Background: an optimization exercise with open tools, aiming at small area, a short achievable clock period and few clock cycles per item. Do not read the settings as production practice. Only simulation tests tie the RTL to the original design; equivalence was not proved.

==> job 5830 <==
Design cvt_gen, start of the top module:
module cvt_gen (
    input  wire        clk,
    input  wire        rst,
    input  wire        i_valid,
    output wire        o_ready,
    input  wire [11:0] i_h_active,
    input  wire [11:0] i_v_active,
    input  wire [7:0]  i_refresh,
    input  wire [7:0]  i_rb,
    input  wire        i_interlaced,
    input  wire        i_margins,
    output wire        o_valid,
    input  wire        i_ready,
    output wire [3:0]  o_status,
    output wire [15:0] o_h_active,
    output wire [15:0] o_h_border,
    output wire [15:0] o_h_front_porch,
    output wire [15:0] o_h_sync,
    output wire [15:0] o_h_back_porch,
    output wire [15:0] o_h_blank,
    output wire [15:0] o_h_total,
    output wire [15:0] o_v_active,
    output wire [15:0] o_v_border,
    output wire [15:0] o_v_front_porch,
    output wire [15:0] o_v_sync,
    output wire [15:0] o_v_back_porch,
    output wire [15:0] o_v_blank,
    output wire [15:0] o_v_total,
    output wire [31:0] o_pixel_clock_khz,
    output wire        o_interlaced,
    output wire        o_h_sync_positive,
    output wire        o_v_sync_positive
);
export LEC_CHECK = 0
export CAP_MARGIN = 20
export CORE_MARGIN = 2
export CORE_UTILIZATION = 40
export SETUP_SLACK_MARGIN = 4
export SLEW_MARGIN = 20
create_clock -name core_clock -period 12.5 [get_ports {clk}]
run.sh (not shown) runs the stock make flow with config.mk's settings and CLKGATE_MAP_FILE= SYNTH_SCRIPT=/design/flow/synth_recipe.tcl, a recipe that flattens the netlist after the stock synthesis.
==> job 989 (differences from job 5830) <==
--- a/flow/design.v
+++ b/flow/design.v
@@ -195,10 +195,11 @@
     wire [6:0]  hb_c  = f20 ? tap8[9:3] : Q[6:0];
     wire [9:0]  ht8_s = radd({14'd0, tap8}, {16'd0, hb_c, 1'b0}, 1'b0);
     wire [11:0] vbp_c = radd({12'd0, vb}, {12'hFFF, ~({8'd0, vs} + 12'd3)}, 1'b1);   
     wire [11:0] vfp_c = radd({12'd0, vb}, {12'hFFF, ~12'd14}, 1'b1);                 
     wire [12:0] vtot  = radd({11'd0, den}, {12'd0, vb}, 1'b0);
+    wire [12:0] den_t = radd({12'd0, vr}, {16'd0, Q[6:0], 1'b0}, 1'b0);
     wire [11:0] vr_in = i_interlaced ? {1'b0, i_v_active[11:1]} : i_v_active;
     wire [8:0]  h8_in = i_h_active[11:3];
     wire [3:0]  left_in = (h8_in >= 9'd56)  + (h8_in >= 9'd112) + (h8_in >= 9'd167) +
                           (h8_in >= 9'd223) + (h8_in >= 9'd278) + (h8_in >= 9'd334) +
                           (h8_in >= 9'd389) + (h8_in >= 9'd445) + (h8_in >= 9'd500);
@@ -266,12 +267,18 @@
             end
         end else begin
             case (state)
             S_DEN: begin
                 top   <= Q[6:0];
-                den   <= radd({12'd0, vr}, {16'd0, Q[6:0], 1'b0}, 1'b0);
-                state <= is_std ? S_W : S_AV;
+                den   <= den_t;
+                if (is_std) begin
+                    state <= S_W;
+                end else begin
+                    vs  <= vs_c;
+                    ht8 <= radd({14'd0, tap8}, rb1 ? 24'd20 : 24'd10, 1'b0);
+                    lmul(O_AV, {21'd0, T23}, {1'b0, den_t, 10'd0}, 3'd7, 5'd10);
+                end
             end
             S_W: begin
                 if (mreg_pend) mreg <= A[15:0];
                 mreg_pend <= 1'b0;
                 if (mg && mreg_pend) begin
SETUP_SLACK_MARGIN = 5   (was 4)
==> notes.md <==
- Between job 989 and job 5830, the lower count of clock-buffer cells in the layout is in job 989 (gap 4).
- Fmax: job 5830 is smaller than job 989 (about 7%).
- In flip-flop and latch count, job 989 and job 5830 do not differ.
- In job 989 the area after synthesis is larger than in job 5830, by about 1.4%.
- Between job 5830 and job 989, the lower register-to-register slack is in job 5830 (gap 0.58 ns).
- Of job 5830 and job 989, job 5830 has the higher global-route usage (gap 0.48 points).
- In job 989 the first-iteration DRC count is higher than in job 5830, by 10%.
- Of job 5830 and job 989, job 5830 has the higher worst hold slack (gap 0.015 ns).
- Of job 989 and job 5830, job 5830 has the higher sequential share of layout area (gap 0.89 points).
Testbench counts of job 5830, summed over its fixed seeds: cycles 103,737, items 3,200.
Testbench counts of job 989, summed over its fixed seeds: cycles 103,109, items 3,200.

==> run H <==
cvt_gen, a different RTL version from the one above (not shown whole).
export LEC_CHECK = 0
export CAP_MARGIN = 20
export CORE_MARGIN = 2
export CORE_UTILIZATION = 60
export SETUP_SLACK_MARGIN = 5
export SLEW_MARGIN = 20
create_clock -name core_clock -period 12.5 [get_ports {clk}]
==> inputs of run G, as changes to run H <==
--- a/flow/design.v
+++ b/flow/design.v
@@ -56,10 +56,12 @@
                      O_X   = 4'd12, O_PCR = 4'd13;
     reg [3:0]  state;
     reg [3:0]  op;
     reg [1:0]  ph;            
     reg [4:0]  cnt;           
+    reg [2:0]  c2;            
+    reg [4:0]  kd;            
     reg        sgn;           
     reg        mreg_pend;     
     reg [1:0]  st;            
     reg [1:0]  rbq;
     reg        il, mg, v0, f20;
@@ -103,24 +105,10 @@
         else if (v5 == {1'b0, h8, 5'b0})            vs_c = 4'd7;    
         else if (v5 == {1'b0, h3, 3'b0})            vs_c = 4'd7;    
         else                                        vs_c = 4'd10;
         if (rbq[1]) vs_c = 4'd8;
     end
-    wire [2:0] c2 = (op == O_H) ? 3'd2 : 3'd0;
-    reg  [4:0] kd;
-    always @(*) begin
-        case (op)
-        O_TOP, O_HB: kd = 5'd7;
-        O_VS:        kd = 5'd11;
-        O_PC:        kd = 5'd16;
-        O_AV:        kd = 5'd10;
-        O_PCR:       kd = rb1 ? 5'd15 : 5'd23;
-        default:     kd = 5'd0;
-        endcase
-    end
-    wire [23:0] ht8_fld = ht8[9] ? {2'b00, ht8, 12'd0} : {1'b0, ht8[8:0], 14'd0};
-    wire [2:0]  ht8_dig = ht8[9] ? 3'd6 : 3'd5;
     reg  mul;                             
     reg  one;                             
     wire two_steps = ~one;
     function [2:0] booth;                 
         input [2:0] b;
@@ -164,24 +152,10 @@
         O_PC:    dnext = {hreg[19:0], 15'd0};
         O_AV:    dnext = {10'd0, mr, 9'd0};
         default: dnext = rb1 ? (35'd31250 << 14) : (rbq == 2'd2) ? (35'd125 << 22) : (35'd1001 << 22);
         endcase
     end
-    reg [4:0] hsr;            
-    reg [2:0] hsc;            
-    wire [5:0] hst = {hsr, (hsc == 3'd1) ? 1'b0 : ht8[hsc - 3'd2]};
-    wire       hsq = (hst >= 6'd25);
-    always @(posedge clk) begin
-        if (state == S_M25) begin
-            hsr <= ht8_s[9:5];
-            hsc <= 3'd6;
-        end else if (hsc != 3'd0) begin
-            hsr <= hsq ? hst - 6'd25 : hst[4:0];
-            hs6 <= {hs6[4:0], hsq};
-            hsc <= hsc - 3'd1;
-        end
-    end
     wire [11:0] vs6   = {8'd0, vs} + 12'd6;
     wire [11:0] vq1   = radd({13'd0, Q[10:1]}, 24'd1, 1'b0);
     wire [11:0] vsd   = radd({12'd0, vq1}, {12'hFFF, ~vs6}, 1'b1);
     wire [11:0] vsbp  = vsd[11] ? vs6 : vq1;                       
     wire        fl20  = (Q[10:6] == 5'd0) & (~Q[5] | (Q[4:0] == 5'd0));    
@@ -201,20 +175,20 @@
     wire [11:0] vr_in = i_interlaced ? {1'b0, i_v_active[11:1]} : i_v_active;
     wire [8:0]  h8_in = i_h_active[11:3];
     wire [3:0]  left_in = (h8_in >= 9'd56)  + (h8_in >= 9'd112) + (h8_in >= 9'd167) +
                           (h8_in >= 9'd223) + (h8_in >= 9'd278) + (h8_in >= 9'd334) +
                           (h8_in >= 9'd389) + (h8_in >= 9'd445) + (h8_in >= 9'd500);
-    assign o_ready = (state == S_IDLE) | ((state == S_DONE) & i_ready);
+    assign o_ready = (state == S_IDLE);
     assign o_valid = (state == S_DONE);
     task start;
         input [3:0] o;
         input [2:0] n1;
         input [2:0] n2;
         input [4:0] k;
         input       s;
         begin
-            op <= o; sgn <= s; state <= S_RUN;
+            op <= o; c2 <= n2; kd <= k; sgn <= s; state <= S_RUN;
             if (n1 != 3'd0) begin ph <= 2'd1; cnt <= {2'd0, n1}; mul <= 1'b1; one <= (n1 == 3'd1); end
             else            begin ph <= 2'd3; cnt <= k; mul <= 1'b0; one <= (k == 5'd1); end
         end
     endtask
     task lmul;
@@ -232,44 +206,45 @@
         end
     endtask
     always @(posedge clk) begin
         if (rst) begin
             state <= S_IDLE;
-        end else if (o_ready && i_valid) begin
-            rbq   <= i_rb[1:0];
-            il    <= i_interlaced;
-            mg    <= i_margins;
-            v0    <= i_v_active[0];
-            h8    <= h8_in;
-            vr    <= vr_in;
-            r     <= i_refresh;
-            left8 <= i_margins ? left_in : 4'd0;
-            top   <= 7'd0;
-            den   <= {1'b0, vr_in};
-            mreg_pend <= 1'b0;
-            if (i_rb > 8'd3) begin
-                st <= 2'd1; state <= S_DONE;
-            end else if (i_refresh == 8'd0 ||
-                         (i_rb == 8'd0 && h8_in == 9'd0) ||
-                         (i_rb != 8'd0 && vr_in == 12'd0)) begin
-                st <= 2'd2; state <= S_DONE;
-            end else begin
-                st <= 2'd0;
-                if (i_rb == 8'd0) begin
-                    A <= 36'd625;
-                    D <= {26'd0, i_interlaced ? {i_refresh, 1'b0} : {1'b0, i_refresh}};
-                    Q <= {6'b010110, 18'd0};
-                    mreg_pend <= 1'b1;
-                    start(O_M2, 3'd3, 3'd0, 5'd0, 1'b1);
-                end else if (i_margins) begin
-                    lmul(O_TOP, {23'd0, vr_in}, {6'b001001, 18'd0}, 3'd3, 5'd7);
+        end else begin
+            case (state)
+            S_IDLE: if (i_valid) begin
+                rbq   <= i_rb[1:0];
+                il    <= i_interlaced;
+                mg    <= i_margins;
+                v0    <= i_v_active[0];
+                h8    <= h8_in;
+                vr    <= vr_in;
+                r     <= i_refresh;
+                left8 <= i_margins ? left_in : 4'd0;
+                top   <= 7'd0;
+                den   <= {1'b0, vr_in};
+                mreg_pend <= 1'b0;
+                if (i_rb > 8'd3) begin
+                    st <= 2'd1; state <= S_DONE;
+                end else if (i_refresh == 8'd0 ||
+                             (i_rb == 8'd0 && h8_in == 9'd0) ||
+                             (i_rb != 8'd0 && vr_in == 12'd0)) begin
+                    st <= 2'd2; state <= S_DONE;
                 end else begin
-                    state <= S_AV;
+                    st <= 2'd0;
+                    if (i_rb == 8'd0) begin
+                        A <= 36'd625;
+                        D <= {26'd0, i_interlaced ? {i_refresh, 1'b0} : {1'b0, i_refresh}};
+                        Q <= {6'b010110, 18'd0};
+                        mreg_pend <= 1'b1;
+                        start(O_M2, 3'd3, 3'd0, 5'd0, 1'b1);
+                    end else if (i_margins) begin
+                        lmul(O_TOP, {23'd0, vr_in}, {6'b001001, 18'd0}, 3'd3, 5'd7);
+                    end else begin
+                        state <= S_AV;
+                    end
                 end
             end
-        end else begin
-            case (state)
             S_DEN: begin
                 top   <= Q[6:0];
                 den   <= radd({12'd0, vr}, {16'd0, Q[6:0], 1'b0}, 1'b0);
                 state <= is_std ? S_W : S_AV;
             end
@@ -289,11 +264,11 @@
             end
             S_H: begin
                 vb  <= radd({12'd0, vsbp}, 24'd3, 1'b0);
                 f20 <= fl20;
                 if (fl20) begin
-                    state <= S_M25;
+                    state <= S_HS;
                 end else begin
                     A <= {AW{1'b0}}; D <= {14'd0, wr}; Q <= {8'b01110011, 16'd0};
                     start(O_H, 3'd2, 3'd2, 5'd0, 1'b0);
                 end
             end
@@ -303,24 +278,28 @@
                 start(O_G, 3'd1, 3'd0, 5'd0, 1'b0);
             end
             S_HB: begin
                 lmul(O_HB, A[DW-1:0], {2'b00, tap3, 10'd0}, 3'd7, 5'd7);
             end
-            S_M25: begin
+            S_HS: begin
                 hb16 <= hb_c;
                 ht8  <= ht8_s;
                 vx   <= vbp_c;
-                den  <= vtot;
+                A <= {25'd0, ht8_s, 1'b0}; D <= 35'd25 << 5;
+                start(O_HS, 3'd0, 3'd0, 5'd6, 1'b0);
+            end
+            S_M25: begin
+                hs6 <= Q[5:0];
+                den <= vtot;
                 lmul(O_M25, {20'd0, mreg[15:1]}, {6'b011001, 18'd0}, 3'd3, 5'd0);
             end
             S_PC: begin
                 hreg <= A[26:0];
-                lmul(O_PC, {10'd0, wr, 4'd0}, ht8_fld, ht8_dig, 5'd16);
+                lmul(O_PC, {10'd0, wr, 4'd0}, {2'b00, ht8, 12'd0}, 3'd6, 5'd16);
             end
             S_X250: begin
-                A <= {12'd0, Q[15:0], 8'd0}; D <= {17'd0, Q[15:0], 2'd0};
-                start(O_X250, 3'd0, 3'd0, 5'd2, 1'b0);
+                lmul(O_X250, {19'd0, Q[15:0]}, {10'b0011111010, 14'd0}, 3'd5, 5'd0);
             end
             S_AV: begin
                 vs  <= vs_c;
                 ht8 <= radd({14'd0, tap8}, rb1 ? 24'd20 : 24'd10, 1'b0);
                 lmul(O_AV, {21'd0, T23}, {1'b0, den, 10'd0}, 3'd7, 5'd10);
@@ -330,12 +309,12 @@
                 den <= vt_av;
                 lmul(O_X, il ? {21'd0, vt_av, 1'b1} : {22'd0, vt_av}, {2'b00, r, 14'd0}, 3'd5, 5'd0);
             end
             S_PCR: begin
                 vx <= rb1 ? vbp_c : vfp_c;
-                lmul(O_PCR, (rbq == 2'd3) ? {A[DW-4:0], 3'd0} : A[DW-1:0], ht8_fld,
-                     ht8_dig, rb1 ? 5'd15 : 5'd23);
+                lmul(O_PCR, (rbq == 2'd3) ? {A[DW-4:0], 3'd0} : A[DW-1:0], {2'b00, ht8, 12'd0},
+                     3'd6, rb1 ? 5'd15 : 5'd23);
             end
             S_RUN: begin
                 A <= a2;
                 if (mul) Q <= two_steps ? {Q[19:0], 4'd0} : {Q[21:0], 2'd0};
                 else     Q <= two_steps ? {Q[21:0], q1, q2} : {Q[22:0], q1};
@@ -353,11 +332,12 @@
                     O_M2:    state <= S_W;
                     O_W:     state <= S_VS;
                     O_VS:    state <= S_H;
                     O_H:     state <= S_G;
                     O_G:     state <= S_HB;
-                    O_HB:    state <= S_M25;
+                    O_HB:    state <= S_HS;
+                    O_HS:    state <= S_M25;
                     O_M25:   state <= S_PC;
                     O_PC:    state <= S_X250;
                     O_AV:    state <= S_X;
                     O_X:     state <= S_PCR;
                     O_PCR:   state <= rb1 ? S_X250 : S_DONE;
==> flow/flow/run.sh (new file) <==
#!/bin/bash
# The standard layout, with the repair aiming for 7 ns of setup slack
# (the 12.5 ns clock and all constraints unchanged).
set -euo pipefail
sed 's/SETUP_SLACK_MARGIN=[0-9.]*/SETUP_SLACK_MARGIN=7/' standard.sh > standard_m7.sh
bash standard_m7.sh > flow.log 2>&1
==> flow/standard.sh (new file) <==
#!/bin/bash
# synth_recipe.tcl (not shown) runs the flow's synth.tcl, then flattens the netlist and writes it again
# the make line also repeats each setting of config.mk as NAME=value (left out here)
make -C /OpenROAD-flow-scripts/flow DESIGN_CONFIG=/design/flow/config.mk WORK_HOME=/design/flow/orfs CLKGATE_MAP_FILE= SYNTH_SCRIPT=/design/flow/synth_recipe.tcl "${@:-finish}"
--- a/flow/config.mk
+++ b/flow/config.mk
@@ -5,8 +5,8 @@
 export SDC_FILE = /design/flow/constraint.sdc
 export NUM_CORES = 4
 export LEC_CHECK = 0
 export CAP_MARGIN = 20
 export CORE_MARGIN = 2
-export CORE_UTILIZATION = 60
+export CORE_UTILIZATION = 40
 export SETUP_SLACK_MARGIN = 5
 export SLEW_MARGIN = 20
removed: flow/run.sh
==> inputs of run B, as changes to run H <==
--- a/flow/design.v
+++ b/flow/design.v
@@ -29,12 +29,12 @@
     output wire [31:0] o_pixel_clock_khz,
     output wire        o_interlaced,
     output wire        o_h_sync_positive,
     output wire        o_v_sync_positive
 );
-    localparam AW = 36;       
-    localparam DW = 35;       
+    localparam AW = 35;       
+    localparam DW = 34;       
     function [23:0] radd;
         input [23:0] a, b;
         input        ci;
         integer i;
         reg c;
@@ -118,10 +118,11 @@
         endcase
     end
     wire [23:0] ht8_fld = ht8[9] ? {2'b00, ht8, 12'd0} : {1'b0, ht8[8:0], 14'd0};
     wire [2:0]  ht8_dig = ht8[9] ? 3'd6 : 3'd5;
     reg  mul;                             
+    reg  divy;                            
     reg  one;                             
     wire two_steps = ~one;
     function [2:0] booth;                 
         input [2:0] b;
         input       s;
@@ -134,22 +135,22 @@
     wire [2:0] bd1 = booth(Q[23:21], sgn);
     wire [2:0] bd2 = booth(Q[21:19], sgn);
     wire [AW-1:0] D0 = {{(AW-DW){1'b0}}, D};
     wire          n1 = A[AW-1];
     wire [AW-1:0] x1 = mul ? {A[AW-3:0], 2'b00} : A;
-    wire          c1 = mul ? bd1[0] : ~n1;
-    wire [AW-1:0] m1 = (mul & bd1[1]) ? {D0[AW-2:0], 1'b0} : D0;
-    wire [AW-1:0] y1 = ((mul & bd1[2]) ? {AW{1'b0}} : m1) ^ {AW{c1}};
+    wire          c1 = divy ? ~n1 : bd1[0];
+    wire [AW-1:0] m1 = (~divy & bd1[1]) ? {D0[AW-2:0], 1'b0} : D0;
+    wire [AW-1:0] y1 = ((~divy & bd1[2]) ? {AW{1'b0}} : m1) ^ {AW{c1}};
     wire [AW:0]   s1w = {x1, 1'b1} + {y1, c1};
     wire [AW-1:0] a1 = s1w[AW:1];
     wire          q1 = ~a1[AW-1];
-    wire [AW-1:0] e1 = mul ? D0 : {1'b0, D0[AW-1:1]};
+    wire [AW-1:0] e1 = divy ? {1'b0, D0[AW-1:1]} : D0;
     wire          n2 = a1[AW-1];
     wire [AW-1:0] x2 = mul ? {a1[AW-3:0], 2'b00} : a1;
-    wire          c2b = mul ? bd2[0] : ~n2;
-    wire [AW-1:0] m2 = (mul & bd2[1]) ? {e1[AW-2:0], 1'b0} : e1;
-    wire [AW-1:0] y2 = ((mul & bd2[2]) ? {AW{1'b0}} : m2) ^ {AW{c2b}};
+    wire          c2b = divy ? ~n2 : bd2[0];
+    wire [AW-1:0] m2 = (~divy & bd2[1]) ? {e1[AW-2:0], 1'b0} : e1;
+    wire [AW-1:0] y2 = ((~divy & bd2[2]) ? {AW{1'b0}} : m2) ^ {AW{c2b}};
     wire [AW:0]   s2w = {x2, 1'b1} + {y2, c2b};
     wire [AW-1:0] s2 = s2w[AW:1];
     wire          q2 = ~s2[AW-1];
     wire [AW-1:0] a2 = two_steps ? s2 : a1;
     wire [15:0] mr = radd(24'd50000, {10'h3FF, ~D[13:0]}, 1'b1);    
@@ -211,12 +212,12 @@
         input [2:0] n2;
         input [4:0] k;
         input       s;
         begin
             op <= o; sgn <= s; state <= S_RUN;
-            if (n1 != 3'd0) begin ph <= 2'd1; cnt <= {2'd0, n1}; mul <= 1'b1; one <= (n1 == 3'd1); end
-            else            begin ph <= 2'd3; cnt <= k; mul <= 1'b0; one <= (k == 5'd1); end
+            if (n1 != 3'd0) begin ph <= 2'd1; cnt <= {2'd0, n1}; mul <= 1'b1; divy <= 1'b0; one <= (n1 == 3'd1); end
+            else            begin ph <= 2'd3; cnt <= k; mul <= 1'b0; divy <= 1'b1; one <= (k == 5'd1); end
         end
     endtask
     task lmul;
         input [3:0]    o;
         input [DW-1:0] md;
@@ -344,11 +345,11 @@
                     cnt <= cnt - 5'd2;
                     one <= (cnt == 5'd3);
                 end else if (ph == 2'd1 && c2 != 3'd0) begin
                     ph <= 2'd2; cnt <= {2'd0, c2}; D <= dnext; one <= (c2 == 3'd1);
                 end else if (mul && kd != 5'd0) begin
-                    ph <= 2'd3; cnt <= kd; D <= dnext; mul <= 1'b0; one <= (kd == 5'd1);
+                    ph <= 2'd3; cnt <= kd; D <= dnext; mul <= 1'b0; divy <= 1'b1; one <= (kd == 5'd1);
                 end else begin
                     case (op)
                     O_TOP:   state <= S_DEN;
                     O_M2:    state <= S_W;
                     O_W:     state <= S_VS;
--- a/flow/config.mk
+++ b/flow/config.mk
@@ -5,8 +5,8 @@
 export SDC_FILE = /design/flow/constraint.sdc
 export NUM_CORES = 4
 export LEC_CHECK = 0
 export CAP_MARGIN = 20
 export CORE_MARGIN = 2
-export CORE_UTILIZATION = 60
+export CORE_UTILIZATION = 40
 export SETUP_SLACK_MARGIN = 5
 export SLEW_MARGIN = 20
==> flow_summary.ini <==
[run_status]
status = finished clean

[cells_and_area]
nClkBuffers = 45
fill_cells = 7644

[setup_path]
cp_max_fo = 19
critPathArrivalTime_ns = 7.76

[floorplan]
start_util = 0.4041

[yosys]
synthAdderAreaFrac = 0.1460
(the above is from run B)
==> flow_summary.ini <==
[cells_and_area]
nClkBuffers = 39

[setup_path]
critPathArrivalTime_ns = 7.15
path_class = reg2reg
cp_top_family = compound AO/OA/AOI/OAI gates

[yosys]
synth_top_family_by_area = compound AO/OA/AOI/OAI gates

[floorplan]
start_util = 0.4041

[timing]
layout_min_cycle_time_ns = 6.821

[run_status]
status = finished clean
(the above is from run G)
==> flow_summary.ini <==
[run_status]
status = finished clean

[floorplan]
start_util = 0.6058

[setup_path]
critPathArrivalTime_ns = 7.70

[yosys]
synthAdderAreaFrac = 0.1440

[cells_and_area]
fill_cells = 4155
nClkBuffers = 44
(the above is from run H)
Testbench counts of run H, summed over its fixed seeds: cycles 103,737, items 3,200.
Testbench counts of run G, summed over its fixed seeds: cycles 114,634, items 3,200.
Testbench counts of run B, summed over its fixed seeds: cycles 103,737, items 3,200.

separate check: timing with driven ports:
The flow's constraints put no driver on any port. The routed layouts listed below were extracted and timed again, unchanged, in two steps. Step 1 assumes that a clkbuf_16 drives the clock port and a buf_2 every other input. Step 2 times the ports against the registers' clock, not the clock port: input delays grow and output delays shrink by t, the midpoint of the rising clock arrivals with the driver on. Slacks: ideal / step 1 / step 2; pairs: ideal / step 1.
| run | shift t [ns] | setup slack, ns | worst setup path after step 2 | clock arrival spread, ns | cell pins on the clock port's net |
|---|---|---|---|---|---|
| job 5830 | 0.645 | 4.491 / 4.491 / 4.491 | register to register | 0.041 / 0.041 | 1 |
| job 989 | 0.637 | 5.069 / 5.069 / 4.612 | input to register | 0.042 / 0.043 | 1 |
| run H | 0.639 | 5.089 / 5.089 / 5.089 | register to register | 0.037 / 0.037 | 1 |
| run G | 0.635 | 5.679 / 5.679 / 5.679 | register to register | 0.023 / 0.023 | 1 |
| run B | 0.629 | 5.066 / 5.066 / 5.066 | register to register | 0.034 / 0.034 | 1 |
After both steps setup and hold are still met in every run listed. The setup slack of job 989, which loses most, moves by 0.000 ns with the drivers and by -0.457 ns with both steps.
